Source: an optimization exercise on an open RTL-to-GDS flow (aim: small area, a short achievable clock period and few clock cycles). Production flows keep margins and buffers that such runs may drop.
Only simulation tests tie the RTL to the original design; equivalence was not proved.
Power and IR drop assume default switching activity.

**flow/design.v**
```verilog
module fbcore (
    input              clk,
    input              rst,             
    input              alloc_ok_mono,   
    input              alloc_ok_gray,
    input              cmd_valid,
    output reg         cmd_ready,
    input      [127:0] cmd,
    output reg         rsp_valid,
    output     [39:0]  rsp,             
    output reg         mem_en,
    output reg         mem_we,
    output reg         mem_gray,        
    output reg [17:0]  mem_addr,
    output reg [7:0]   mem_wdata,
    input      [7:0]   mem_rdata,
    output reg         pd_req,
    output reg         pd_commit,       
    output reg         pd_gray,         
    input              pd_done
);
    localparam [4:0] S_IDLE = 5'd0;    
    localparam [4:0] S_EXEC = 5'd1;    
    localparam [4:0] S_PD   = 5'd2;    
    localparam [4:0] S_CL1  = 5'd3;    
    localparam [4:0] S_CL2  = 5'd4;    
    localparam [4:0] S_ROT  = 5'd5;    
    localparam [4:0] S_A1   = 5'd6;    
    localparam [4:0] S_A2   = 5'd7;    
    localparam [4:0] S_A3   = 5'd8;    
    localparam [4:0] S_RECT = 5'd9;    
    localparam [4:0] S_L1   = 5'd10;   
    localparam [4:0] S_L2   = 5'd11;   
    localparam [4:0] S_L3   = 5'd12;   
    localparam [4:0] S_L4   = 5'd13;   
    localparam [4:0] S_L5   = 5'd14;   
    localparam [4:0] S_L6   = 5'd15;   
    localparam [4:0] S_L7   = 5'd16;   
    localparam [4:0] S_LINE = 5'd17;   
    localparam [4:0] S_FIN  = 5'd18;   
    reg [4:0]   state;
    reg [1:0]   rot;
    reg [31:0]  mode;
    reg         init_ok;
    reg         mmono, mgray;        
    wire [7:0]  opc   = cmd[127:120];
    reg  [1:0]  st;         
    reg  [1:0]  rsel;       
    reg         x_setrot, x_setmode, x_select, x_show;
    reg         w_one, h_f3, h_f2;
    reg         is_line;
    reg         cnz;        
    reg  [2:0]  col;        
    wire [7:0]  pat = mgray ? {1'b0, col, 1'b0, col} : {8{cnz}};
    reg  [15:0] X, Y;       
    reg  [15:0] C, Q;       
    reg  [16:0] E, D;       
    reg  [17:0] W;          
    reg  [7:0]  M;          
    reg         majX;       
    reg         sMaj, sMin; 
    reg         aval;       
    reg         first, dir; 
    wire [15:0] rdat = D[15:0];
    assign rsp = {6'd0, st, (rsel[1] ? mode : {16'd0, rsel[0] ? rdat : 16'd0})};
    reg         prd;        
    reg  [17:0] pa;         
    reg  [7:0]  rmask, pm;  
    wire        pipe_rdy = !prd;
    reg         push;
    reg  [7:0]  push_mask;
    wire        push_full = &push_mask;
    reg        opc_valid;
    reg [4:0]  zero_fields;    
    always @(*) begin
        opc_valid   = 1'b1;
        zero_fields = 5'b00000;
        case (opc)
            8'h01, 8'h02:                       zero_fields = 5'b01100;
            8'h03, 8'h04:                       zero_fields = 5'b01000;
            8'h05, 8'h06:                       zero_fields = 5'b00000;
            8'h07, 8'h08, 8'h11, 8'h14,
            8'h15, 8'h16, 8'h20:                zero_fields = 5'b11111;
            8'h10, 8'h12, 8'h13:                zero_fields = 5'b11100;
            default:                            opc_valid   = 1'b0;
        endcase
    end
    wire rsv_nonzero = (cmd[119:80] != 40'd0)
                     | (zero_fields[4] & (cmd[79:64] != 16'd0))
                     | (zero_fields[3] & (cmd[63:48] != 16'd0))
                     | (zero_fields[2] & (cmd[47:32] != 16'd0))
                     | (zero_fields[1] & (cmd[31:16] != 16'd0))
                     | (zero_fields[0] & (cmd[15:0]  != 16'd0));
    wire [1:0]  d_st = !init_ok    ? 2'd3 :
                       !opc_valid  ? 2'd1 :
                       rsv_nonzero ? 2'd2 : 2'd0;
    wire        draw_on = mmono | mgray;
    wire        op_rect = (opc == 8'h01) | (opc == 8'h02) | (opc == 8'h03)
                        | (opc == 8'h04) | (opc == 8'h05);
    wire        op_line = (opc == 8'h06);
    wire        go_rect = (d_st == 2'd0) & draw_on & op_rect;
    wire        go_line = (d_st == 2'd0) & draw_on & op_line;
    wire [9:0]  lw = rot[0] ? 10'd600 : 10'd800;
    wire [9:0]  lh = rot[0] ? 10'd800 : 10'd600;
    wire [16:0] rw = w_one ? 17'd1 : {C[15], C};
    wire [16:0] rh = h_f3 ? {Q[15], Q} : h_f2 ? {C[15], C} : 17'd1;
    wire [8:0]  blo = mgray ? X[9:1] : {2'b00, X[9:3]};
    wire [8:0]  bhi = mgray ? C[9:1] : {2'b00, C[9:3]};
    wire [15:0] lux = rot[0] ? Y : X;
    wire [15:0] luy = rot[0] ? X : Y;
    wire        negx = rot[0] ^ rot[1];
    wire        negy = rot[1];
    reg  [17:0] ax_a, ax_b;
    reg         ax_c;
    always @(*) begin
        ax_a = 18'd0; ax_b = 18'd0; ax_c = 1'b0;
        case (state)
            S_CL1: begin ax_a = {{2{X[15]}}, X}; ax_b = {rw[16], rw}; end
            S_CL2: begin ax_a = {{2{Y[15]}}, Y}; ax_b = {rh[16], rh}; end
            S_A1: begin    
                ax_a = mgray ? {Y[9:0], 8'd0} : {2'd0, Y[9:0], 6'd0};
                ax_b = mgray ? {1'b0, Y[9:0], 7'd0} : {3'd0, Y[9:0], 5'd0};
            end
            S_A2: begin ax_a = {9'd0, bhi}; ax_b = {9'h1ff, ~blo}; ax_c = 1'b1; end
            S_L1: begin ax_a = {{2{C[15]}}, C}; ax_b = ~{{2{X[15]}}, X}; ax_c = 1'b1; end
            S_L2: begin ax_a = {{2{Q[15]}}, Q}; ax_b = ~{{2{Y[15]}}, Y}; ax_c = 1'b1; end
            S_L3: begin ax_a = {1'b0, E ^ {17{E[16]}}}; ax_c = E[16]; end
            S_L4: begin ax_a = {1'b0, D ^ {17{D[16]}}}; ax_c = D[16]; end
            S_L6: begin ax_a = {2'd0, ~lux}; ax_b = 18'd800; end
            S_L7: begin ax_a = {2'd0, ~luy}; ax_b = 18'd600; end
            default: ;
        endcase
    end
    wire [17:0] AX = ax_a + ax_b + {17'd0, ax_c};
    wire [16:0] xe = E;
    wire [16:0] ye = AX[16:0];
    wire ex = rw[16] | (rw == 17'd0) | (!X[15] & (X[14:0] >= {5'd0, lw}))
            | xe[16] | (xe == 17'd0);
    wire ey = rh[16] | (rh == 17'd0) | (!Y[15] & (Y[14:0] >= {5'd0, lh}))
            | ye[16] | (ye == 17'd0);
    wire [9:0] lxs = X[15] ? 10'd0 : X[9:0];
    wire [9:0] lys = Y[15] ? 10'd0 : Y[9:0];
    wire [9:0] lxe = (xe[15:10] != 6'd0 || xe[9:0] > lw) ? lw : xe[9:0];
    wire [9:0] lye = (ye[15:10] != 6'd0 || ye[9:0] > lh) ? lh : ye[9:0];
    wire [9:0] uxl = rot[0] ? Y[9:0] : X[9:0];
    wire [9:0] uxe = rot[0] ? Q[9:0] : C[9:0];
    wire [9:0] uyl = rot[0] ? X[9:0] : Y[9:0];
    wire [9:0] uye = rot[0] ? C[9:0] : Q[9:0];
    wire [9:0] txh = uxe - 10'd1;
    wire [9:0] tyh = uye - 10'd1;
    wire [9:0] mx_a = negx ? txh : uxl;
    wire [9:0] mx_b = negx ? uxl : txh;
    wire [9:0] my_a = negy ? tyh : uyl;
    wire [9:0] my_b = negy ? uyl : tyh;
    wire [9:0] pxl = negx ? 10'd799 - mx_a : mx_a;
    wire [9:0] pxh = negx ? 10'd799 - mx_b : mx_b;
    wire [9:0] pyl = negy ? 10'd599 - my_a : my_a;
    wire [9:0] pyh = negy ? 10'd599 - my_b : my_b;
    wire [7:0] lomask = mgray ? (X[0] ? 8'h0f : 8'hff) : (8'hff >> X[2:0]);
    wire [7:0] himask = mgray ? (E[0] ? 8'hff : 8'hf0) : ~(8'h7f >> E[2:0]);
    wire       rlast  = (C[8:0] == 9'd0);
    wire       ylast  = (Y[9:0] == Q[9:0]);
    wire       at_l   = dir ? rlast : first;
    wire       at_r   = dir ? first : rlast;
    wire [7:0] rmask_c = (at_l ? lomask : 8'hff) & (at_r ? himask : 8'hff);
    wire        inb   = (X < 16'd800) & (Y < 16'd600);
    wire [7:0]  pbit  = mgray ? (X[0] ? 8'h0f : 8'hf0) : (8'h80 >> X[2:0]);
    wire [7:0]  fm    = M | (inb ? pbit : 8'h00);
    wire        llast = (C == 16'd0);
    wire        minor = (E < D);
    wire        esel  = minor & (state == S_LINE);
    wire [16:0] enext = E + (esel ? {1'b0, Q} : ~D) + {16'd0, !esel};
    wire        xneg  = majX ? sMaj : sMin;
    wire        yneg  = majX ? sMin : sMaj;
    wire        xedge = xneg ? (mgray ? !X[0] : (X[2:0] == 3'd0))
                             : (mgray ?  X[0] : (X[2:0] == 3'd7));
    wire        xmov  = majX | minor;
    wire        ymov  = !majX | minor;
    wire        bc    = ymov | (xmov & xedge);
    wire        lpush = bc & (fm != 8'h00);
    reg         wx, wxn, wy, wyn;    
    always @(*) begin
        if (state == S_RECT) begin
            wx = !rlast;  wxn = dir;  wy = rlast;  wyn = 1'b0;
        end else begin
            wx = xmov & xedge;  wxn = xneg;  wy = ymov;  wyn = yneg;
        end
    end
    reg  [17:0] wdelta;
    always @(*) begin
        casez ({mgray, wy, wyn, wx, wxn})
            5'b00?10: wdelta = 18'd1;
            5'b00?11: wdelta = 18'h3ffff;
            5'b01000, 5'b01001: wdelta = 18'd100;
            5'b01010: wdelta = 18'd101;
            5'b01011: wdelta = 18'd99;
            5'b01100, 5'b01101: wdelta = 18'h3ff9c;    
            5'b01110: wdelta = 18'h3ff9d;               
            5'b01111: wdelta = 18'h3ff9b;               
            5'b10?10: wdelta = 18'd1;
            5'b10?11: wdelta = 18'h3ffff;
            5'b11000, 5'b11001: wdelta = 18'd400;
            5'b11010: wdelta = 18'd401;
            5'b11011: wdelta = 18'd399;
            5'b11100, 5'b11101: wdelta = 18'h3fe70;    
            5'b11110: wdelta = 18'h3fe71;               
            5'b11111: wdelta = 18'h3fe6f;               
            default:  wdelta = 18'd0;
        endcase
    end
    wire [17:0] wa_b = (state == S_A2) ? (mgray ? {4'd0, Y[9:0], 4'd0} : {6'd0, Y[9:0], 2'd0})
                     : (state == S_A3) ? (mgray ? {9'd0, X[9:1]} : {11'd0, X[9:3]})
                     : wdelta;
    wire [17:0] WA = W + wa_b;
    function automatic [15:0] step1;
        input [15:0] v;
        input        down;
        reg   [15:0] t;
        reg          c;
        integer i;
        begin
            c = 1'b1;
            for (i = 0; i < 16; i = i + 1) begin
                step1[i] = v[i] ^ c;
                c = c & (v[i] ^ down);
            end
        end
    endfunction
    wire        ydown = yneg & (state != S_RECT);
    wire [15:0] xstep = step1(X, xneg);
    wire [15:0] ystep = step1(Y, ydown);
    wire [15:0] cdec  = C - 16'd1;
    always @(*) begin
        push      = 1'b0;
        push_mask = rmask_c;
        if (state == S_RECT) begin
            push      = pipe_rdy;
        end else if (state == S_LINE) begin
            push_mask = fm;
            if (aval & inb) begin
                if (llast) push = pipe_rdy & (fm != 8'h00);
                else       push = pipe_rdy & lpush;
            end
        end
    end
    wire lstep = (state == S_LINE) & !(!aval & inb) & !(aval & !inb) & !llast
               & (!lpush | pipe_rdy);
    wire rstep = (state == S_RECT) & pipe_rdy;
    wire        l_steep = minor;                
    wire        l_swap  = l_steep ? sMin : sMaj;
    wire        l_dmneg = l_steep ? sMaj : sMin;
    wire        l_dmnz  = (l_steep ? E : D) != 17'd0;
    wire        l_yneg  = l_swap ? !l_dmneg : !(!l_dmneg & l_dmnz);
    always @(posedge clk) begin
        if (rst) begin
            state     <= S_IDLE;
            rot       <= 2'd0;
            mode      <= 32'hFFFF_FFFF;
            mmono     <= 1'b0;
            mgray     <= 1'b0;
            init_ok   <= alloc_ok_mono & alloc_ok_gray;
            cmd_ready <= 1'b1;
            rsp_valid <= 1'b0;
            pd_req    <= 1'b0;
            mem_en    <= 1'b0;
            prd       <= 1'b0;
        end else begin
            rsp_valid <= 1'b0;
            prd       <= mem_en & !mem_we;
            mem_en    <= prd | push;
            case (state)
                S_IDLE: begin
                    if (cmd_valid) begin
                        cmd_ready <= 1'b0;
                        state     <= go_rect ? S_CL1 : go_line ? S_L1 : S_EXEC;
                    end
                end
                S_EXEC: begin
                    state     <= S_IDLE;
                    rsp_valid <= 1'b1;
                    cmd_ready <= 1'b1;
                    if (st == 2'd0) begin
                        if (x_setrot) rot <= X[1:0];
                        if (x_setmode | (x_select & ({Y, X} != mode))) begin
                            mode  <= {Y, X};
                            mmono <= ({Y, X} == 32'd1);
                            mgray <= ({Y, X} == 32'd3);
                        end
                        if ((x_select & ({Y, X} != mode)) | x_show) begin
                            pd_req    <= 1'b1;
                            state     <= S_PD;
                            rsp_valid <= 1'b0;
                            cmd_ready <= 1'b0;
                        end
                    end
                end
                S_PD: begin
                    if (pd_done) begin
                        pd_req    <= 1'b0;
                        rsp_valid <= 1'b1;
                        cmd_ready <= 1'b1;
                        state     <= S_IDLE;
                    end
                end
                S_CL1: state <= S_CL2;
                S_CL2: begin
                    if (ex | ey) begin
                        rsp_valid <= 1'b1;
                        cmd_ready <= 1'b1;
                        state     <= S_IDLE;
                    end else begin
                        state     <= S_ROT;
                    end
                end
                S_ROT: state <= S_A1;
                S_A1:  state <= S_A2;
                S_A2:  state <= S_A3;
                S_A3:  state <= is_line ? S_LINE : S_RECT;
                S_RECT: if (rstep & rlast & ylast) state <= S_FIN;
                S_L1: state <= S_L2;
                S_L2: state <= S_L3;
                S_L3: state <= S_L4;
                S_L4: state <= S_L5;
                S_L5: state <= S_L6;
                S_L6: state <= S_L7;
                S_L7: state <= S_LINE;
                S_LINE: begin
                    if (!aval & inb)
                        state <= S_A1;     
                    else if (aval & !inb)
                        state <= S_FIN;    
                    else if (llast & (push | (fm == 8'h00)))
                        state <= S_FIN;
                end
                S_FIN: begin
                    if (!prd & !(mem_en & !mem_we)) begin
                        rsp_valid <= 1'b1;
                        cmd_ready <= 1'b1;
                        state     <= S_IDLE;
                    end
                end
                default: state <= S_IDLE;
            endcase
        end
    end
    always @(posedge clk) begin
        pa <= mem_addr;
        pm <= rmask;
        if (prd) begin
            mem_we    <= 1'b1;
            mem_addr  <= pa;
            mem_wdata <= (mem_rdata & ~pm) | (pat & pm);
        end else begin
            mem_we    <= push_full;
            mem_addr  <= W;
            mem_wdata <= pat;
            rmask     <= push_mask;
        end
        case (state)
            S_IDLE: begin
                X     <= cmd[15:0];
                Y     <= cmd[31:16];
                C     <= cmd[47:32];
                Q     <= cmd[63:48];
                cnz   <= (cmd[79:64] != 16'd0);
                col   <= cmd[66:64];
                st    <= d_st;
                rsel  <= 2'd0;
                x_setrot  <= (opc == 8'h10);
                x_setmode <= (opc == 8'h12);
                x_select  <= (opc == 8'h13);
                x_show    <= (opc == 8'h20);
                w_one     <= (opc == 8'h01) | (opc == 8'h02) | (opc == 8'h04);
                h_f3      <= (opc == 8'h05);
                h_f2      <= (opc == 8'h04);
                is_line   <= op_line;
                mem_gray  <= mgray;
                if (d_st == 2'd1) begin
                    rsel <= 2'd1;
                    D    <= {9'd0, opc};
                end else if (d_st == 2'd0) begin
                    case (opc)
                        8'h11: begin rsel <= 2'd1; D <= {15'd0, rot}; end
                        8'h14: rsel <= 2'd2;
                        8'h15: begin rsel <= 2'd1; D <= {7'd0, lw}; end
                        8'h16: begin rsel <= 2'd1; D <= {7'd0, lh}; end
                        default: ;
                    endcase
                end
            end
            S_EXEC: begin
                pd_commit <= x_show;
                pd_gray   <= x_show ? !mmono : ({Y, X} != 32'd1);
            end
            S_CL1: E <= AX[16:0];
            S_CL2: begin
                X[9:0] <= lxs;
                C[9:0] <= lxe;
                Y[9:0] <= lys;
                Q[9:0] <= lye;
            end
            S_ROT: begin
                X[9:0] <= pxl;
                C[9:0] <= pxh;
                Y[9:0] <= pyl;
                Q[9:0] <= pyh;
            end
            S_A1: W <= AX;
            S_A2: begin
                W <= WA;
                if (!is_line) begin
                    C[8:0] <= AX[8:0];
                    D[8:0] <= AX[8:0];
                    E[2:0] <= C[2:0];
                end
            end
            S_A3: begin
                W     <= WA;
                first <= 1'b1;
                dir   <= 1'b0;
                aval  <= 1'b1;
            end
            S_RECT: begin
                if (rstep) begin
                    W <= WA;
                    if (rlast) begin
                        Y[9:0] <= ystep[9:0];
                        C[8:0] <= D[8:0];
                        dir    <= !dir;
                        first  <= 1'b1;
                    end else begin
                        C[8:0] <= cdec[8:0];
                        first  <= 1'b0;
                    end
                end
            end
            S_L1: E <= AX[16:0];
            S_L2: begin D <= AX[16:0]; sMaj <= E[16]; end     
            S_L3: begin E <= AX[16:0]; sMin <= D[16]; end     
            S_L4: D <= AX[16:0];
            S_L5: begin
                if (l_swap) begin
                    X <= C;
                    Y <= Q;
                end
                sMin <= l_yneg;        
                majX <= l_steep ? rot[0] : !rot[0];
                sMaj <= l_steep ? (rot[0] ^ rot[1]) : rot[1];
                E    <= l_steep ? D : E;      
                D    <= l_steep ? E : D;      
                C    <= l_steep ? D[15:0] : E[15:0];
                first <= l_steep;             
            end
            S_L6: begin
                Q    <= enext[15:0];          
                E    <= {1'b0, negx ? AX[15:0] : lux};
                sMin <= sMin ^ (first ? rot[1] : (rot[0] ^ rot[1]));
            end
            S_L7: begin
                Y    <= negy ? AX[15:0] : luy;
                X    <= E[15:0];
                E    <= {2'b00, C[15:1]};     
                aval <= 1'b0;
                M    <= 8'h00;
            end
            S_LINE: begin
                if (lstep) begin
                    C <= cdec;
                    E <= enext;
                    M <= bc ? 8'h00 : fm;
                    if (xmov) X <= xstep;
                    if (ymov) Y <= ystep;
                    if (aval) W <= WA;
                end
            end
            default: ;
        endcase
    end
endmodule
```
**flow/run.sh**
```bash
#!/bin/bash
# synth_recipe.tcl (not shown) runs the flow's synth.tcl, then flattens the netlist and writes it again
# the make line also repeats each setting of config.mk as NAME=value (left out here)
make -C /OpenROAD-flow-scripts/flow DESIGN_CONFIG=/design/flow/config.mk WORK_HOME=/design/flow/orfs CLKGATE_MAP_FILE= SYNTH_SCRIPT=/design/flow/synth_recipe.tcl finish
```
**flow/config.mk**
```make
export PLATFORM = sky130hd
export DESIGN_NAME = fbcore
export DESIGN_NICKNAME = fbcore
export VERILOG_FILES = /design/flow/design.v
export SDC_FILE = /design/flow/constraint.sdc
export NUM_CORES = 4
export LEC_CHECK = 0
export ABC_AREA = 1
export CAP_MARGIN = 20
export CORE_MARGIN = 2
export CORE_UTILIZATION = 40
export SLEW_MARGIN = 20
```
**flow/constraint.sdc**
```tcl
create_clock -name core_clock -period 12.0 [get_ports {clk}]
set_input_delay 2.4000 -clock core_clock [delete_from_list [all_inputs] [get_ports {clk}]]
set_output_delay 2.4000 -clock core_clock [all_outputs]
set_load 0.01 [all_outputs]
```
==> reports/qor.csv, run 1 <==
metric,value,unit
cp_common_cell,nand2_1,
power,0.00281,W
ys_ff_latch,257,
worstSkewPairLatency,580,ps
syn_avg_cell_area,6.76,um2
fin_nets,3815,
cts_buffers,34,
path_clk_slew,60,ps
cts_root_buf,clkbuf_16,
layout-drive-gt1-share,6.59,%
seq_area,0.00673,mm2
drt_pass1_iterations,8,
fin_crit,6150,ps
cts.htree.levels,2,
hold_path_class,reg2reg,
maxSlewHeadroom,21.4,%
timing.final.ws_setup,5850,ps
fp.dieH,245,um
synth_area,0.0232,mm2
vias_per_cell,6.35,
grt_overflow_total,0,
place_congestion,1.08,
holdBufCountCts,0,
syn-instance-count,3428,
async_reset_ff_share,0,%
row_count,88,
floorplan.initialDensity,40.3,%
cpMaxStageDelayCell,edfxtp_1,
rsz0062_at_grt,false,
die_x,245,um
grt_use_total,41.9,%
clk_path_buf_depth,3,
core,0.0575,mm2
tns,0,ps
synth_ff_type,edfxtp_1,
dpl.hpwl,99.3,mm
preCtsSetupSlack,6020,ps
period_share,51.3,%
worstPathRequired,12390,ps
finalSetupViolations,0,
critPathBufInv,4,
worstPathMaxFanout,39,
die_area,0.0599,mm2
antenna_found_initial,10,
ant_nets,0,
status,no timing/DRC/antenna violations,
worst_ep_arrival_time,6540,ps
num_vias,27740,
avgRoutedWirePerCell,29.6,um
utilization,47.4,%
vdd_drop_max,78.2,uV
post-cts-setup-buffers,0,
yosysWarnings,1,
nFillCells,6053,
yosys.cell_types.count,75,
max_freq,162,MHz
grt_max_degree,75,
skew,20.1,ps
multi_input_area,0.0143,mm2
drtIter0Drc,4193,
leakage,11.7,nW
criticalPathCategory,reg2reg,
max_cap_violations,0,
slew_viol_final,0,
ios,216,
clock_sinks,257,
worstSetupEndpointType,flop,
critPathMaxStageDelay,800,ps
cp-start-kind,flop,
synth_edf_count,158,
layout_commonest_cell,nand2_1,
first_global_vias,25184,
drcViolationCount,0,
yosysSeqAreaShare,29.0,%
tightest_slew,1170,ps
hold_viol_final,0,
area_growth,17.5,%
cts_resized,0,
wl,129,mm
cts_tree,done,
crit_family,compound AO/OA/AOI/OAI gates,
p_per_area,103,mW/mm2
port_buffers,209,
grt_pass1_wl,181,mm
final_cell_mix,"863 x nand2_1, 331 x inv_1, 297 x nor2_1",
[sequential cells by signal (all words and copies together) (netlist names), 16 cells and up]
signal    cells
C            16
X            16
D            17
mem_addr     18
pa           18
E            17
W            18
Y            16
mode         32
Q            16
[synthesized netlist by cell type (all sizes together) (59+ instances only)]
cell    count  area [um2]
nand2     873        3330
inv       366        1380
nor2      321        1300
o21ai     307        1560
nand3     190         978
a21oi     182         922
edfxtp    158        4740
clkbuf     99         372
dfxtp      99        1980
ha         96        1200
xor2       76         666
buf        74         397
o22ai      70         438
o211ai     60         450
nor3       59         310
[cell type report]
| type | instances | area share, % |
|---|---|---|
| Antenna cell | 4 | 0.0368 |
| Inverter | 378 | 5.22 |
| Timing Repair Buffer | 276 | 9.53 |
| Clock buffer | 42 | 3.43 |
| Sequential cell | 257 | 24.7 |
| Tap cell | 765 | 3.52 |
| Multi-Input combinational cell | 2625 | 52.6 |
| Clock inverter | 20 | 0.997 |
[metrics by stage]
step	cell area (um2)	instances	hold slack, ps
after floorplan	23200	3433	323
after global placement	26000	4301	327
after detailed placement	26000	4301	328
after CTS	27200	4363	343
after global routing	27200	4363	349
final	27200	4367	340
[cells by family after synthesis]
logic type | after synthesis | synth area share, %
AND/OR/NAND/NOR | 1559 | 28.9
AO/OA/AOI/OAI | 823 | 21.7
buffers and inverters | 551 | 9.45
flip-flops | 257 | 29.0
XOR/XNOR | 128 | 4.87
adder cells (fa/ha/maj) | 101 | 5.62
multiplexers | 8 | 0.378
other | 1 | 0.0162
[final timing paths]
kind / from / endpoint / slack [ps] / cells past startpoint
max: D[6] / E[16] / 5850 / 28
min: rmask[1] / pm[1] / 340 / 0
max reg2reg: D[6] / E[16] / 5850 / 28
min reg2reg: rmask[1] / pm[1] / 340 / 0
[power by group]
part / internal, W / total (W) / switching [W]
clock: 0.000668 / 0.00112 / 0.000452
sequential: 0.000981 / 0.00107 / 0.0000928
combinational: 0.000201 / 0.000618 / 0.000418
total: 0.00185 / 0.00281 / 0.000963
[routing by layer]
metal  vias up  share of wire [%]  global-route usage (%)
met3       509                 14                    13.7
met2      2114                 40                    59.1
met1     13005                 38                    54.6
li1      12096                  -                       -
met5         -              0.083                       0
met4        16                7.8                    26.9
Testbench counts, summed over its fixed seeds: cycles 633,313.
==> run 2: changes to the inputs <==
--- a/flow/design.v
+++ b/flow/design.v
@@ -12,3 +12,3 @@
     output reg         mem_we,
-    output reg         mem_gray,        
+    output             mem_gray,        
     output reg [17:0]  mem_addr,
@@ -17,4 +17,4 @@
     output reg         pd_req,
-    output reg         pd_commit,       
-    output reg         pd_gray,         
+    output             pd_commit,       
+    output             pd_gray,         
     input              pd_done
@@ -26,2 +26,4 @@
     localparam [4:0] S_CL2  = 5'd4;    
+    localparam [4:0] S_CL3  = 5'd19;   
+    localparam [4:0] S_L8   = 5'd20;   
     localparam [4:0] S_ROT  = 5'd5;    
@@ -47,3 +49,3 @@
     reg  [1:0]  st;         
-    reg  [1:0]  rsel;       
+    reg         x_get16, x_getmode;   
     reg         x_setrot, x_setmode, x_select, x_show;
@@ -58,3 +60,3 @@
     reg  [17:0] W;          
-    reg  [7:0]  M;          
+    reg         fresh;      
     reg         majX;       
@@ -63,4 +65,6 @@
     reg         first, dir; 
-    wire [15:0] rdat = D[15:0];
-    assign rsp = {6'd0, st, (rsel[1] ? mode : {16'd0, rsel[0] ? rdat : 16'd0})};
+    assign mem_gray  = mgray;
+    assign pd_commit = x_show;
+    assign pd_gray   = !mmono;
+    assign rsp = {6'd0, st, Q, D[15:0]};
     reg         prd;        
@@ -100,4 +104,2 @@
     wire        op_line = (opc == 8'h06);
-    wire        go_rect = (d_st == 2'd0) & draw_on & op_rect;
-    wire        go_line = (d_st == 2'd0) & draw_on & op_line;
     wire [9:0]  lw = rot[0] ? 10'd600 : 10'd800;
@@ -110,4 +112,4 @@
     wire [15:0] luy = rot[0] ? X : Y;
-    wire        negx = rot[0] ^ rot[1];
-    wire        negy = rot[1];
+    reg         negx, negy;    
+    reg         ax_cl1, ax_cl2, ax_a1, ax_a2, ax_l1, ax_l2, ax_l3, ax_l4, ax_l6, ax_l7;
     reg  [17:0] ax_a, ax_b;
@@ -115,31 +117,36 @@
     always @(*) begin
-        ax_a = 18'd0; ax_b = 18'd0; ax_c = 1'b0;
-        case (state)
-            S_CL1: begin ax_a = {{2{X[15]}}, X}; ax_b = {rw[16], rw}; end
-            S_CL2: begin ax_a = {{2{Y[15]}}, Y}; ax_b = {rh[16], rh}; end
-            S_A1: begin    
-                ax_a = mgray ? {Y[9:0], 8'd0} : {2'd0, Y[9:0], 6'd0};
-                ax_b = mgray ? {1'b0, Y[9:0], 7'd0} : {3'd0, Y[9:0], 5'd0};
-            end
-            S_A2: begin ax_a = {9'd0, bhi}; ax_b = {9'h1ff, ~blo}; ax_c = 1'b1; end
-            S_L1: begin ax_a = {{2{C[15]}}, C}; ax_b = ~{{2{X[15]}}, X}; ax_c = 1'b1; end
-            S_L2: begin ax_a = {{2{Q[15]}}, Q}; ax_b = ~{{2{Y[15]}}, Y}; ax_c = 1'b1; end
-            S_L3: begin ax_a = {1'b0, E ^ {17{E[16]}}}; ax_c = E[16]; end
-            S_L4: begin ax_a = {1'b0, D ^ {17{D[16]}}}; ax_c = D[16]; end
-            S_L6: begin ax_a = {2'd0, ~lux}; ax_b = 18'd800; end
-            S_L7: begin ax_a = {2'd0, ~luy}; ax_b = 18'd600; end
-            default: ;
-        endcase
+        ax_a = ({18{ax_cl1}} & {{2{X[15]}}, X})
+             | ({18{ax_cl2}} & {{2{Y[15]}}, Y})
+             | ({18{ax_a1}}  & (mgray ? {Y[9:0], 8'd0} : {2'd0, Y[9:0], 6'd0}))
+             | ({18{ax_a2}}  & {9'd0, bhi})
+             | ({18{ax_l1}}  & {{2{C[15]}}, C})
+             | ({18{ax_l2}}  & {{2{Q[15]}}, Q})
+             | ({18{ax_l3}}  & {1'b0, E ^ {17{E[16]}}})
+             | ({18{ax_l4}}  & {1'b0, D ^ {17{D[16]}}})
+             | ({18{ax_l6}}  & {2'd0, ~lux})
+             | ({18{ax_l7}}  & {2'd0, ~luy});
+        ax_b = ({18{ax_cl1}} & {rw[16], rw})
+             | ({18{ax_cl2}} & {rh[16], rh})
+             | ({18{ax_a1}}  & (mgray ? {1'b0, Y[9:0], 7'd0} : {3'd0, Y[9:0], 5'd0}))
+             | ({18{ax_a2}}  & {9'h1ff, ~blo})
+             | ({18{ax_l1}}  & ~{{2{X[15]}}, X})
+             | ({18{ax_l2}}  & ~{{2{Y[15]}}, Y})
+             | ({18{ax_l6}}  & 18'd800)
+             | ({18{ax_l7}}  & 18'd600);
+        ax_c = ax_a2 | ax_l1 | ax_l2 | (ax_l3 & E[16]) | (ax_l4 & D[16]);
     end
-    wire [17:0] AX = ax_a + ax_b + {17'd0, ax_c};
+    wire [18:0] ax_s = {ax_a, 1'b1} + {ax_b, ax_c};    
+    wire [17:0] AX = ax_s[18:1];
     wire [16:0] xe = E;
-    wire [16:0] ye = AX[16:0];
-    wire ex = rw[16] | (rw == 17'd0) | (!X[15] & (X[14:0] >= {5'd0, lw}))
-            | xe[16] | (xe == 17'd0);
-    wire ey = rh[16] | (rh == 17'd0) | (!Y[15] & (Y[14:0] >= {5'd0, lh}))
-            | ye[16] | (ye == 17'd0);
+    wire [16:0] ye = D;
+    wire ex = rw[16] | (rw == 17'd0) | xe[16] | (xe == 17'd0)
+            | (!X[15] & (rot[0] ? (X[14:0] >= 15'd600) : (X[14:0] >= 15'd800)));
+    wire ey = rh[16] | (rh == 17'd0) | ye[16] | (ye == 17'd0)
+            | (!Y[15] & (rot[0] ? (Y[14:0] >= 15'd800) : (Y[14:0] >= 15'd600)));
     wire [9:0] lxs = X[15] ? 10'd0 : X[9:0];
     wire [9:0] lys = Y[15] ? 10'd0 : Y[9:0];
-    wire [9:0] lxe = (xe[15:10] != 6'd0 || xe[9:0] > lw) ? lw : xe[9:0];
-    wire [9:0] lye = (ye[15:10] != 6'd0 || ye[9:0] > lh) ? lh : ye[9:0];
+    wire       xe_big = (xe[15:10] != 6'd0) | (rot[0] ? (xe[9:0] > 10'd600) : (xe[9:0] > 10'd800));
+    wire       ye_big = (ye[15:10] != 6'd0) | (rot[0] ? (ye[9:0] > 10'd800) : (ye[9:0] > 10'd600));
+    wire [9:0] lxe = xe_big ? lw - 10'd1 : xe[9:0] - 10'd1;    
+    wire [9:0] lye = ye_big ? lh - 10'd1 : ye[9:0] - 10'd1;
     wire [9:0] uxl = rot[0] ? Y[9:0] : X[9:0];
@@ -148,4 +155,4 @@
     wire [9:0] uye = rot[0] ? C[9:0] : Q[9:0];
-    wire [9:0] txh = uxe - 10'd1;
-    wire [9:0] tyh = uye - 10'd1;
+    wire [9:0] txh = uxe;
+    wire [9:0] tyh = uye;
     wire [9:0] mx_a = negx ? txh : uxl;
@@ -167,7 +174,8 @@
     wire [7:0]  pbit  = mgray ? (X[0] ? 8'h0f : 8'hf0) : (8'h80 >> X[2:0]);
-    wire [7:0]  fm    = M | (inb ? pbit : 8'h00);
+    wire [7:0]  fm    = (fresh ? 8'h00 : rmask) | (inb ? pbit : 8'h00);
     wire        llast = (C == 16'd0);
-    wire        minor = (E < D);
-    wire        esel  = minor & (state == S_LINE);
-    wire [16:0] enext = E + (esel ? {1'b0, Q} : ~D) + {16'd0, !esel};
+    wire [16:0] e1    = E - D;
+    wire [16:0] e2    = E + {1'b0, Q};
+    wire        minor = E[16];          
+    wire [16:0] enext = (minor & (state == S_LINE)) ? e2 : e1;
     wire        xneg  = majX ? sMaj : sMin;
@@ -181,9 +189,2 @@
     reg         wx, wxn, wy, wyn;    
-    always @(*) begin
-        if (state == S_RECT) begin
-            wx = !rlast;  wxn = dir;  wy = rlast;  wyn = 1'b0;
-        end else begin
-            wx = xmov & xedge;  wxn = xneg;  wy = ymov;  wyn = yneg;
-        end
-    end
     reg  [17:0] wdelta;
@@ -248,3 +249,3 @@
     wire rstep = (state == S_RECT) & pipe_rdy;
-    wire        l_steep = minor;                
+    wire        l_steep = e1[16];               
     wire        l_swap  = l_steep ? sMin : sMaj;
@@ -257,2 +258,5 @@
             rot       <= 2'd0;
+            negx      <= 1'b0;
+            negy      <= 1'b0;
+            {ax_cl1, ax_cl2, ax_a1, ax_a2, ax_l1, ax_l2, ax_l3, ax_l4, ax_l6, ax_l7} <= 10'd0;
             mode      <= 32'hFFFF_FFFF;
@@ -270,2 +274,12 @@
             mem_en    <= prd | push;
+            ax_cl1 <= (state == S_IDLE) & cmd_valid & op_rect;
+            ax_cl2 <= (state == S_CL1) & (st == 2'd0) & draw_on;
+            ax_a1  <= (state == S_ROT) | ((state == S_LINE) & !aval & inb);
+            ax_a2  <= (state == S_A1);
+            ax_l1  <= (state == S_IDLE) & cmd_valid & op_line;
+            ax_l2  <= (state == S_L1) & (st == 2'd0) & draw_on;
+            ax_l3  <= (state == S_L2);
+            ax_l4  <= (state == S_L3);
+            ax_l6  <= (state == S_L5);
+            ax_l7  <= (state == S_L6);
             case (state)
@@ -274,3 +288,3 @@
                         cmd_ready <= 1'b0;
-                        state     <= go_rect ? S_CL1 : go_line ? S_L1 : S_EXEC;
+                        state     <= op_rect ? S_CL1 : op_line ? S_L1 : S_EXEC;
                     end
@@ -282,3 +296,7 @@
                     if (st == 2'd0) begin
-                        if (x_setrot) rot <= X[1:0];
+                        if (x_setrot) begin
+                            rot  <= X[1:0];
+                            negx <= X[0] ^ X[1];
+                            negy <= X[1];
+                        end
                         if (x_setmode | (x_select & ({Y, X} != mode))) begin
@@ -304,4 +322,5 @@
                 end
-                S_CL1: state <= S_CL2;
-                S_CL2: begin
+                S_CL1: state <= (st != 2'd0 || !draw_on) ? S_EXEC : S_CL2;
+                S_CL2: state <= S_CL3;
+                S_CL3: begin
                     if (ex | ey) begin
@@ -319,3 +338,3 @@
                 S_RECT: if (rstep & rlast & ylast) state <= S_FIN;
-                S_L1: state <= S_L2;
+                S_L1: state <= (st != 2'd0 || !draw_on) ? S_EXEC : S_L2;
                 S_L2: state <= S_L3;
@@ -325,3 +344,4 @@
                 S_L6: state <= S_L7;
-                S_L7: state <= S_LINE;
+                S_L7: state <= S_L8;
+                S_L8: state <= S_LINE;
                 S_LINE: begin
@@ -354,5 +374,15 @@
             mem_we    <= push_full;
-            mem_addr  <= W;
+            mem_addr  <= WA;
             mem_wdata <= pat;
-            rmask     <= push_mask;
+        end
+        if (push)
+            rmask <= push_mask;
+        else if (lstep & !bc)
+            rmask <= fm;
+        if (rstep) begin
+            wx <= !rlast;  wxn <= dir;  wy <= rlast;  wyn <= 1'b0;
+        end else if (lstep) begin
+            wx <= xmov & xedge;  wxn <= xneg;  wy <= ymov;  wyn <= yneg;
+        end else if (state == S_A3) begin
+            wx <= 1'b0;  wy <= 1'b0;
         end
@@ -367,3 +397,2 @@
                 st    <= d_st;
-                rsel  <= 2'd0;
                 x_setrot  <= (opc == 8'h10);
@@ -376,22 +405,22 @@
                 is_line   <= op_line;
-                mem_gray  <= mgray;
-                if (d_st == 2'd1) begin
-                    rsel <= 2'd1;
-                    D    <= {9'd0, opc};
-                end else if (d_st == 2'd0) begin
-                    case (opc)
-                        8'h11: begin rsel <= 2'd1; D <= {15'd0, rot}; end
-                        8'h14: rsel <= 2'd2;
-                        8'h15: begin rsel <= 2'd1; D <= {7'd0, lw}; end
-                        8'h16: begin rsel <= 2'd1; D <= {7'd0, lh}; end
-                        default: ;
-                    endcase
-                end
+                D <= (opc == 8'h11) ? {15'd0, rot} :
+                     (opc == 8'h15) ? {7'd0, lw} :
+                     (opc == 8'h16) ? {7'd0, lh} : {9'd0, opc};
+                x_get16   <= (opc == 8'h11) | (opc == 8'h15) | (opc == 8'h16);
+                x_getmode <= (opc == 8'h14);
             end
             S_EXEC: begin
-                pd_commit <= x_show;
-                pd_gray   <= x_show ? !mmono : ({Y, X} != 32'd1);
+                Q <= (st == 2'd0 && x_getmode) ? mode[31:16] : 16'd0;
+                if (st == 2'd0 && x_getmode)
+                    D[15:0] <= mode[15:0];
+                else if (!(st == 2'd1 || (st == 2'd0 && x_get16)))
+                    D[15:0] <= 16'd0;
+            end
+            S_FIN: begin
+                Q <= 16'd0;
+                D[15:0] <= 16'd0;
             end
             S_CL1: E <= AX[16:0];
-            S_CL2: begin
+            S_CL2: D <= AX[16:0];
+            S_CL3: begin
                 X[9:0] <= lxs;
@@ -399,3 +428,8 @@
                 Y[9:0] <= lys;
-                Q[9:0] <= lye;
+                if (ex | ey) begin
+                    Q <= 16'd0;
+                    D[15:0] <= 16'd0;
+                end else begin
+                    Q[9:0] <= lye;
+                end
             end
@@ -463,4 +497,5 @@
                 aval <= 1'b0;
-                M    <= 8'h00;
+                fresh <= 1'b1;
             end
+            S_L8: E <= e1;                    
             S_LINE: begin
@@ -469,3 +504,3 @@
                     E <= enext;
-                    M <= bc ? 8'h00 : fm;
+                    fresh <= bc;
                     if (xmov) X <= xstep;
==> flow/flow/run.sh (new file) <==
#!/bin/bash
set -euo pipefail
bash standard.sh "SETUP_SLACK_MARGIN=8" "BUFFER_PORTS_ARGS=-buffer_cell sky130_fd_sc_hd__buf_1" finish > standard_flow.log 2>&1
==> flow/standard.sh (new file) <==
#!/bin/bash
# synth_recipe.tcl (not shown) runs the flow's synth.tcl, then flattens the netlist and writes it again
# the make line also repeats each setting of config.mk as NAME=value (left out here)
make -C /OpenROAD-flow-scripts/flow DESIGN_CONFIG=/design/flow/config.mk WORK_HOME=/design/flow/orfs CLKGATE_MAP_FILE= SYNTH_SCRIPT=/design/flow/synth_recipe.tcl "${@:-finish}"
--- a/flow/config.mk
+++ b/flow/config.mk
@@ -10,3 +10,4 @@
 export CORE_MARGIN = 2
-export CORE_UTILIZATION = 40
+export CORE_UTILIZATION = 45
+export PLACE_DENSITY = 0.6
 export SLEW_MARGIN = 20
removed: flow/run.sh
==> reports/qor.csv, run 2 <==
metric,value,unit,change
die_x,236,um,was 245 um
synth_area_leaders,"edfxtp_1 19%, nand2_1 13%, dfxtp_1 9.2%, o21ai_0 7.2%, inv_1 5.0%",,"was edfxtp_1 20%, nand2_1 14%, dfxtp_1 8.6%, o21ai_0 5.9%, inv_1 5.4%"
layout_commonest_cell,nand2_1,,unchanged
fp.dieH,236,um,was 245 um
power,0.00824,W,was 0.00281 W
criticalPathCategory,reg2reg,,unchanged
status,no timing/DRC/antenna violations,,unchanged
synthSimpleGateAreaFrac,30.6,%,was 28.9%
synth_ff_type,edfxtp_1,,unchanged
worstPathMaxFanout,8,,was 39
yosysTopAreaCellShare,18.7,%,was 20.5%
yosys.cell_types.count,77,,was 75
holdBufCountCts,0,,unchanged
yosysWarnings,1,,unchanged
yosysTopAreaCell,edfxtp_1,,unchanged
drt_pass1_iterations,7,,was 8
synth_most_common_cell,nand2_1,,unchanged
tns,0,ps,unchanged
p_per_area,290,mW/mm2,was 103 mW/mm2
drcViolationCount,0,,unchanged
p_comb_share,63.1,%,was 22.0%
swShare,57.2,%,was 34.2%
yosysSeqAreaShare,27.9,%,was 29.0%
synth_top_family_by_area,simple AND/OR/NAND/NOR gates,,unchanged
worstPathRequired,12310,ps,was 12390 ps
layout-drive-gt1-share,14.2,%,was 6.59%
cp-start-kind,flop,,unchanged
grt_overflow_total,0,,unchanged
multi_input_area,0.0155,mm2,was 0.0143 mm2
avgRoutedWirePerCell,31.9,um,was 29.6 um
synthTopCellsByCount,"860 x nand2_1, 349 x o21ai_0, 322 x inv_1, 283 x nor2_1, 220 x a21oi_1",,"was 864 x nand2_1, 331 x inv_1, 304 x nor2_1, 274 x o21ai_0, 186 x nand3_1"
synthAdderAreaFrac,4.62,%,was 5.62%
row_count,85,,was 88
skew,29.7,ps,was 20.1 ps
yosys.area_share.xor_xnor,3.36,%,was 4.87%
max_freq,244,MHz,was 162 MHz
synth-compound-area-share,23.2,%,was 21.7%
async_reset_ff_share,0,%,unchanged
maxSlewHeadroom,15.4,%,was 21.4%
rsz0062_at_grt,true,,was false
port_buffers,209,,unchanged
seq_area,0.00678,mm2,was 0.00673 mm2
largest_register_ffs,32,,unchanged
syn_avg_cell_area,6.66,um2,was 6.76 um2
synth_edf_count,151,,was 158
place_congestion,1.16,,was 1.08
fin_nets,4109,,was 3815
path_clk_slew,70,ps,was 60 ps
clock_sinks,262,,was 257
ios,216,,unchanged
utilization,53.1,%,was 47.4%
cts.htree.levels,2,,unchanged
fin_crit,4110,ps,was 6150 ps
worstSetupEndpointType,flop,,unchanged
nFillCells,5542,,was 6053
clk_path_buf_depth,3,,unchanged
finalSetupViolations,0,,unchanged
final_cell_mix,"849 x nand2_1, 320 x o21ai_0, 295 x inv_1",,"was 863 x nand2_1, 331 x inv_1, 297 x nor2_1"
max_cap_violations,0,,unchanged
whs,344,ps,was 340 ps
cts_root_buf,clkbuf_16,,unchanged
syn-instance-count,3635,,was 3428
cts_buffers,35,,was 34
slew_viol_final,0,,unchanged
floorplan.initialDensity,45.3,%,was 40.3%
core,0.0535,mm2,was 0.0575 mm2
hold_viol_final,0,,unchanged
first_global_vias,27330,,was 25184
synth.area.mux_share,0.279,%,was 0.378%
largest_register,mode,,unchanged
worstSkewPairLatency,580,ps,about the same
grt_pass1_wl,202,mm,was 181 mm
ant_nets,0,,unchanged
ys_ff_latch,262,,was 257
hold_path_class,reg2reg,,unchanged
cp_common_cell,nand2_1,,unchanged
vdd_drop_max,207,uV,was 78.2 uV
drtIter0Drc,5139,,was 4193
wl,147,mm,was 129 mm
antenna_found_initial,13,,was 10
dpl.hpwl,110,mm,was 99.3 mm
finalInstanceArea,0.0284,mm2,was 0.0272 mm2
postPlaceCellArea,0.0254,mm2,was 0.0260 mm2
cts_tree,done,,unchanged
worst_ep_arrival_time,4410,ps,was 6540 ps
vias_per_cell,6.65,,was 6.35
p_clk_share,13.3,%,was 39.8%
pwr-share-seq,23.6,%,was 38.2%
netSwitchingPower,0.00471,W,was 0.000963 W
crit_chain,o21ai_0 > o2111ai_1 > a21oi_1 > o21ai_0 > ha_1 > nand2_1 > nor2_1 > nand3_1 > o21ai_2 > nand2_1 > nand2_1 > nand2_1 > nand2_4 > inv_2 > o21ai_0 > nand4_1,,
cpMaxStageDelayCell,edfxtp_1,,unchanged
synth_area,0.0242,mm2,was 0.0232 mm2
grt_use_total,50.6,%,was 41.9%
area_growth,17.2,%,was 17.5%
num_vias,30691,,was 27740
tightest_slew,1270,ps,was 1170 ps
die_area,0.0557,mm2,was 0.0599 mm2
critPathMaxStageDelay,670,ps,was 800 ps
period_share,34.2,%,was 51.3%
leakage,11.9,nW,was 11.7 nW
grt_max_degree,69,,was 75
internal-power,0.00353,W,was 0.00185 W
[run 2: timing repair]
item | 4_1_cts | 5_1_grt
buffers inserted | 69 | 56
setup endpoints to repair | 104 | 99
gates cloned | 1 | 4
gates resized for setup | 89 | 105
pin swaps | 4 | 19
[run 2: cell type report]
type                            instances  area share (%)
Antenna cell                           10          0.0882
Clock buffer                           49            3.64
Clock inverter                         15           0.392
Inverter                              389            5.48
Multi-Input combinational cell       2796            54.7
Sequential cell                       262            23.9
Tap cell                              696            3.07
Timing Repair Buffer                  395            8.68
Timing Repair inverter                  1          0.0265
[run 2: power groups by stage]
stage | clock, W | sequential, W | combinational (W)
floorplan | 0 | 0.00168 | 0.00286
global placement | 0 | 0.00208 | 0.00431
detailed placement | 0 | 0.00207 | 0.00429
CTS | 0.00108 | 0.00193 | 0.00469
global route | 0.00111 | 0.00193 | 0.00542
finish | 0.00109 | 0.00194 | 0.00520
[run 2: layer usage]
metal	vias up	global-route usage (%)	share of wire (%)
met3	753	22.5	17
met4	10	38.3	9.9
met5	-	0.0866	0.088
li1	13079	-	-
met2	2765	69.2	38
met1	14084	62.1	35
[run 2: final timing paths]
path                  to         start  slack, ps  depth (start not counted)
setup / recovery   E[14]          D[8]       7890                         16
setup reg to reg   E[14]          D[8]       7890                         16
hold reg to reg   pa[15]  mem_addr[15]        340                          0
hold / removal    pa[15]  mem_addr[15]        340                          0
[run 2: kinds of logic after synthesis]
logic type | count (synthesis)
buffers and inverters | 582
adder cells (fa/ha/maj) | 87
flip-flops | 262
AO/OA/AOI/OAI | 941
multiplexers | 6
XOR/XNOR | 92
AND/OR/NAND/NOR | 1664
other | 1
[run 2: worst max-delay path, delay by kind of cell (launching register included)]
| family | cells | cell delay [ps] |
|---|---|---|
| flops | 1 | 670 |
| compound gates | 6 | 1670 |
| buf+inv | 1 | 110 |
| simple gates | 8 | 970 |
| fa+ha+maj | 1 | 400 |
[run 2: through the flow]
step | worst slack, ps | std cells
after floorplan | 8070 | 3640
after global placement | 6970 | 4409
after detailed placement | 7020 | 4409
after CTS | 7920 | 4543
after global routing | 7830 | 4603
final | 7890 | 4613
Testbench counts of run 2, summed over its fixed seeds: cycles 639,734.
==> run 3: changes to the inputs <==
--- a/flow/config.mk
+++ b/flow/config.mk
@@ -13 +13,2 @@
 export SLEW_MARGIN = 20
+export TNS_END_PERCENT = 10
==> reports/qor.csv, run 3 <==
metric,value,unit,change
status,no timing/DRC/antenna violations,,unchanged
grt_util_met1,61.5,%,was 62.1%
p_comb_share,62.7,%,was 63.1%
yosysWarnings,1,,unchanged
fin_nets,4094,,was 4109
yosysSeqAreaShare,27.9,%,unchanged
met2_usage,68.9,%,was 69.2%
antenna_found_initial,8,,was 13
grt_use_total,50.5,%,was 50.6%
drcViolationCount,0,,unchanged
largest_register_ffs,32,,unchanged
cp-start-kind,flop,,unchanged
wl,146,mm,was 147 mm
grt_use_met3,22.8,%,was 22.5%
ios,216,,unchanged
rsz0062_at_grt,true,,unchanged
die_area,0.0557,mm2,unchanged
vias_per_cell,6.60,,was 6.65
worstPathMaxFanout,8,,unchanged
clk_path_buf_depth,3,,unchanged
grt_overflow_total,0,,unchanged
clock_sinks,262,,unchanged
worstSkewPairLatency,590,ps,was 580 ps
swShare,57.2,%,about the same
busiest_layer,met2,,unchanged
first_global_vias,27300,,was 27330
skew,29.1,ps,was 29.7 ps
core,0.0535,mm2,unchanged
dpl.hpwl,110,mm,unchanged
crit_path_start,D[8],,unchanged
yosysTopAreaCell,edfxtp_1,,unchanged
path_clk_slew,60,ps,was 70 ps
place_congestion,1.16,,unchanged
ant_nets,0,,unchanged
synth_ff_type,edfxtp_1,,unchanged
hold_path_class,reg2reg,,unchanged
avgRoutedWirePerCell,31.8,um,was 31.9 um
pwr-share-seq,23.9,%,was 23.6%
max_cap_violations,0,,unchanged
fin_crit,4270,ps,was 4110 ps
tns,0,ps,unchanged
multi_input_area,0.0154,mm2,was 0.0155 mm2
utilization,52.5,%,was 53.1%
yosys.cell_types.count,77,,unchanged
num_vias,30350,,was 30691
async_reset_ff_share,0,%,unchanged
ys_ff_latch,262,,unchanged
synth_area_leaders,"edfxtp_1 19%, nand2_1 13%, dfxtp_1 9.2%, o21ai_0 7.2%, inv_1 5.0%",,unchanged
synth_most_common_cell,nand2_1,,unchanged
holdBufCountCts,0,,unchanged
row_count,85,,unchanged
synth_area,0.0242,mm2,unchanged
worst_ep_arrival_time,4720,ps,was 4410 ps
worstPathRequired,12450,ps,was 12310 ps
synthTopCellsByCount,"860 x nand2_1, 349 x o21ai_0, 322 x inv_1, 283 x nor2_1, 220 x a21oi_1",,unchanged
cts_tree,done,,unchanged
hp-start,mem_addr[15],,unchanged
floorplan.initialDensity,45.3,%,unchanged
reg2reg_from,D[8],,unchanged
drtIter0Drc,4919,,was 5139
tightest_slew,1230,ps,was 1270 ps
grt_pass1_wl,201,mm,was 202 mm
criticalPathCategory,reg2reg,,unchanged
worstSetupEndpointType,flop,,unchanged
layout-drive-gt1-share,13.4,%,was 14.2%
layout_commonest_cell,nand2_1,,unchanged
cts_root_buf,clkbuf_16,,unchanged
period_share,35.6,%,was 34.2%
internal-power,0.00350,W,was 0.00353 W
area_growth,15.9,%,was 17.2%
p_per_area,291,mW/mm2,was 290 mW/mm2
grt_max_degree,69,,unchanged
port_buffers,209,,unchanged
hold_viol_final,0,,unchanged
fp.dieH,236,um,unchanged
timing.final.ws_setup,7730,ps,was 7890 ps
yosysTopAreaCellShare,18.7,%,unchanged
netSwitchingPower,0.00467,W,was 0.00471 W
synth_edf_count,151,,unchanged
drt_pass1_iterations,9,,was 7
largest_register,mode,,unchanged
cts.htree.levels,2,,unchanged
nFillCells,5560,,was 5542
die_x,236,um,unchanged
vdd_drop_max,204,uV,was 207 uV
leakage,11.8,nW,was 11.9 nW
syn_avg_cell_area,6.66,um2,unchanged
syn-instance-count,3635,,unchanged
maxSlewHeadroom,17.1,%,was 15.4%
preCtsSetupSlack,7020,ps,unchanged
max_freq,234,MHz,was 244 MHz
p_clk_share,13.4,%,was 13.3%
finalSetupViolations,0,,unchanged
cts_buffers,35,,unchanged
final_cell_mix,"850 x nand2_1, 326 x o21ai_0, 298 x inv_1",,"was 849 x nand2_1, 320 x o21ai_0, 295 x inv_1"
slew_viol_final,0,,unchanged
seq_area,0.00678,mm2,unchanged
-- run 3: cell counts after synthesis --
No cell type changed its count.
-- run 3: layout make-up --
class	instances	area share, %
Multi-Input combinational cell	2796	54.9
Clock buffer	49	3.68
Inverter	389	5.52
Timing Repair Buffer	380	8.20
Antenna cell	8	0.0713
Timing Repair inverter	1	0.0267
Sequential cell	262	24.1
Tap cell	696	3.10
Clock inverter	15	0.397
-- run 3: worst paths after layout --
kind | slack (ps) | end | cells after the start
worst max-delay path | 7730 | E[10] | 14
worst min-delay path | 340 | pa[15] | 0
worst max register to register | 7730 | E[10] | 14
worst min register to register | 340 | pa[15] | 0
-- run 3: timing repair --
item	CTS	global route
cloned	1	3
gates resized for setup	72	87
setup endpoints to repair	104	112
buffers inserted	64	47
pin swaps	2	12
-- run 3: stage by stage --
step / hold slack, ps / instances / total power [W] / area (um2)
floorplan: 348 / 3640 / 0.00455 / 24200
global placement: 334 / 4409 / 0.00639 / 25400
detailed placement: 334 / 4409 / 0.00636 / 25400
CTS: 344 / 4538 / 0.00766 / 27300
global route: 353 / 4588 / 0.00842 / 28100
finish: 343 / 4596 / 0.00818 / 28100
-- run 3: power groups by stage --
stage	Clock (W)	Sequential, W	Combinational, W
2_1_floorplan	0	0.00168	0.00286
3_3_place_gp	0	0.00208	0.00431
6_report	0.00109	0.00196	0.00513
4_1_cts	0.00108	0.00193	0.00464
5_1_grt	0.00111	0.00195	0.00536
3_5_place_dp	0	0.00207	0.00429
-- run 3: worst max-delay path, cell delays in order (launching register included) --
cell	delay, ps
edfxtp_1	670
o21ai_0	760
o2111ai_1	220
a21oi_1	180
o21ai_0	160
ha_1	420
nand2_1	150
nor2_1	160
nand3_1	100
o21ai_2	230
xor2_2	640
o21ai_0	190
nand2_1	100
o22ai_1	70
inv_1	80
-- run 3: logic make-up after synthesis --
kind of cell | share of synthesized area (%)
other cells | 0.0155
fa+ha+maj | 4.62
simple gates | 30.6
buf+inv | 10.0
compound gates | 23.2
xor+xnor | 3.36
flops | 27.9
mux | 0.279
-- run 3: metal layers --
| metal | vias to the layer above | share of wire, % |
|---|---|---|
| li1 | 13045 | - |
| met1 | 13954 | 36 |
| met2 | 2633 | 38 |
| met3 | 712 | 16 |
| met4 | 6 | 9.7 |
| met5 | - | 0.023 |
==> run 4: changes to the inputs <==
==> flow/flow/run.sh (replaced) <==
#!/bin/bash
set -euo pipefail
bash standard.sh "SETUP_SLACK_MARGIN=8.5" "BUFFER_PORTS_ARGS=-buffer_cell sky130_fd_sc_hd__buf_1" finish > standard_flow.log 2>&1
==> reports/qor.csv, run 4 <==
metric,value,unit,change
hold_path_class,reg2reg,,unchanged
dpl.hpwl,104,mm,was 110 mm
grt_use_total,50.1,%,was 50.5%
max_freq,256,MHz,was 234 MHz
num_vias,31536,,was 30350
synthTopCellsByCount,"860 x nand2_1, 349 x o21ai_0, 322 x inv_1, 283 x nor2_1, 220 x a21oi_1",,unchanged
core,0.0535,mm2,unchanged
antenna_found_initial,8,,unchanged
synth_edf_count,151,,unchanged
cts_buffers,35,,unchanged
worstPathRequired,12190,ps,was 12450 ps
finalSetupViolations,0,,unchanged
layout_commonest_cell,nand2_1,,unchanged
final_cell_mix,"813 x nand2_1, 277 x buf_4, 275 x o21ai_0",,"was 850 x nand2_1, 326 x o21ai_0, 298 x inv_1"
die_x,236,um,unchanged
layout-drive-gt1-share,21.7,%,was 13.4%
fin_crit,3900,ps,was 4270 ps
fin_nets,4255,,was 4094
whs,341,ps,was 343 ps
yosysSeqAreaShare,27.9,%,unchanged
skew,40.7,ps,was 29.1 ps
clk_path_buf_depth,3,,unchanged
vdd_drop_max,202,uV,was 204 uV
avgRoutedWirePerCell,31.0,um,was 31.8 um
grt_pass1_wl,200,mm,was 201 mm
yosys.cell_types.count,77,,unchanged
rsz0062_at_grt,true,,unchanged
row_count,85,,unchanged
hold_path_depth,0,,unchanged
utilization,57.6,%,was 52.5%
reg2reg_from,E[10],,was D[8]
place_congestion,1.13,,was 1.16
vias_per_cell,6.63,,was 6.60
path_clk_slew,60,ps,about the same
fp.dieH,236,um,unchanged
placedCellCount,4402,,was 4409
synth_ff_type,edfxtp_1,,unchanged
hp-start,mem_addr[3],,was mem_addr[15]
ys_ff_latch,262,,unchanged
tns,0,ps,unchanged
max_cap_violations,0,,unchanged
largest_register_ffs,32,,unchanged
largest_register,mode,,unchanged
min_to,pa[3],,was pa[15]
clock_sinks,262,,unchanged
criticalPathCategory,reg2reg,,unchanged
die_area,0.0557,mm2,unchanged
tightest_slew,1410,ps,was 1230 ps
p_per_area,284,mW/mm2,was 291 mW/mm2
maxSlewHeadroom,5.28,%,was 17.1%
cts_tree,done,,unchanged
fin_cells,4755,,was 4596
port_buffers,209,,unchanged
floorplan.initialDensity,45.3,%,unchanged
cp-start-kind,flop,,unchanged
drt_pass1_iterations,14,,was 9
synth_area,0.0242,mm2,unchanged
async_reset_ff_share,0,%,unchanged
drtIter0Drc,5705,,was 4919
syn_avg_cell_area,6.66,um2,unchanged
hold_viol_final,0,,unchanged
grt_max_degree,69,,unchanged
synth_area_leaders,"edfxtp_1 19%, nand2_1 13%, dfxtp_1 9.2%, o21ai_0 7.2%, inv_1 5.0%",,unchanged
leakage,12.8,nW,was 11.8 nW
worstSkewPairLatency,600,ps,was 590 ps
first_global_vias,27711,,was 27300
cts.htree.levels,2,,unchanged
drcViolationCount,0,,unchanged
yosysTopAreaCellShare,18.7,%,unchanged
slew_viol_final,0,,unchanged
cts_root_buf,clkbuf_16,,unchanged
ant_nets,0,,unchanged
reg2reg_depth,9,,was 14
wl,147,mm,was 146 mm
period_share,32.5,%,was 35.6%
grt_overflow_total,0,,unchanged
status,no timing/DRC/antenna violations,,unchanged
yosysWarnings,1,,unchanged
synth_most_common_cell,nand2_1,,unchanged
area_growth,27.2,%,was 15.9%
worstPathMaxFanout,7,,was 8
syn-instance-count,3635,,unchanged
rr_endpoint,D[10],,was E[10]
worst_ep_arrival_time,4090,ps,was 4720 ps
yosysTopAreaCell,edfxtp_1,,unchanged
rrSetupSlack,8100,ps,was 7730 ps
ios,216,,unchanged
worstSetupEndpointType,flop,,unchanged
-- run 4: cell counts after synthesis --
No cell type changed its count.
-- run 4: routing by layer --
layer | share of wire (%) | up-vias | routed length [um] | track usage (%)
li1 | - | 13391 | - | -
met1 | 35 | 14583 | 52200 | 61.6
met2 | 38 | 2750 | 56200 | 68.3
met3 | 16 | 800 | 24300 | 22.2
met4 | 9.9 | 12 | 14500 | 38.0
met5 | 0.096 | - | 141 | 0.952
-- run 4: timing repair --
item / CTS / global route
gates cloned: 5 / 6
setup buffers: 157 / 115
resized for setup: 259 / 256
hold buffers: 0 / 0
setup endpoints to repair: 255 / 288
pin swaps: 44 / 104
-- run 4: metrics by stage --
step | worst slack, ps | area (um2) | total power [W]
floorplan | 8280 | 24300 | 0.00455
global placement | 7050 | 25400 | 0.00630
detailed placement | 6950 | 25400 | 0.00627
CTS | 8240 | 28800 | 0.00778
global route | 8090 | 30800 | 0.00900
finish | 8100 | 30800 | 0.00876
-- run 4: cells by family (layout without fill, tap and decap cells) --
family,Yosys count,after routing,share of synthesized area (%)
AO/OA/AOI/OAI,941,941,23.2
XOR/XNOR,92,92,3.36
adder cells (fa/ha/maj),87,87,4.62
buffers and inverters,582,995,10.0
flip-flops,262,262,27.9
multiplexers,6,6,0.279
other,1,12,0.0155
AND/OR/NAND/NOR,1664,1664,30.6
-- run 4: layout make-up --
type / instances / area [um2]
Multi-Input combinational cell: 2796 / 16500
Antenna cell: 6 / 15.0
Timing Repair inverter: 2 / 18.8
Clock buffer: 44 / 972
Timing Repair Buffer: 540 / 3820
Tap cell: 696 / 871
Sequential cell: 262 / 6780
Fill cell: 5272 / 22700
Clock inverter: 20 / 135
Inverter: 389 / 1660
-- run 4: power by group --
group          switching (W)  internal (W)  total, W
clock network       0.000472      0.000583   0.00105
registers           0.000393       0.00143   0.00183
logic                0.00405       0.00183   0.00588
total                0.00491       0.00385   0.00876
-- run 4: how the worst max path moves through the flow --
stage	startpoint	endpoint	slack (ps)
floorplan	cmd[121]	st[1]	8280
detailed placement	E[16]	E[12]	6950
CTS	cmd[8]	st[1]	8240
global placement	E[16]	E[12]	7050
global route	E[3]	Y[4]	8090
finish	E[10]	D[10]	8100
-- run 4: critical path: stages, from the launching register on --
cell and delay, ps:
edfxtp_1 510, inv_1 260, nand3_1 180, nor3_2 520, nand3_1 410, nand4_1 270, a21oi_1 70, nand3_2 340
o31ai_1 220, a21oi_2 700

afterwards: timing with drivers on the ports:
In the flow no input, the clock included, has a driving cell. The finished layouts below were timed again as built, in two steps. Step 1 sets driving cells, clkbuf_16 on the clock port and buf_2 on the other inputs (assumed; they add their load-dependent delay and slew). Step 2 moves the port delays by t, midway between the first and last clock arrival at a register: inputs arrive t later, outputs are due t later. That takes back most of the time a late clock gives input paths. Three values: ideal, step 1, step 2; two values: the first two.
run	t (ns)	setup WS [ns]	worst setup path at the end	clock arrival spread, ns
run 1	0.639	5.845 / 5.845 / 5.845	register to register	0.021 / 0.021
run 2	0.636	7.894 / 7.894 / 7.439	input to register	0.030 / 0.030
run 3	0.642	7.730 / 7.723 / 7.205	input to register	0.030 / 0.030
run 4	0.652	8.098 / 8.098 / 7.605	input to register	0.041 / 0.040
After both steps setup and hold are still met in every run listed. The setup slack of run 3, which loses most, moves by -0.007 ns with the drivers and by -0.525 ns with both steps.
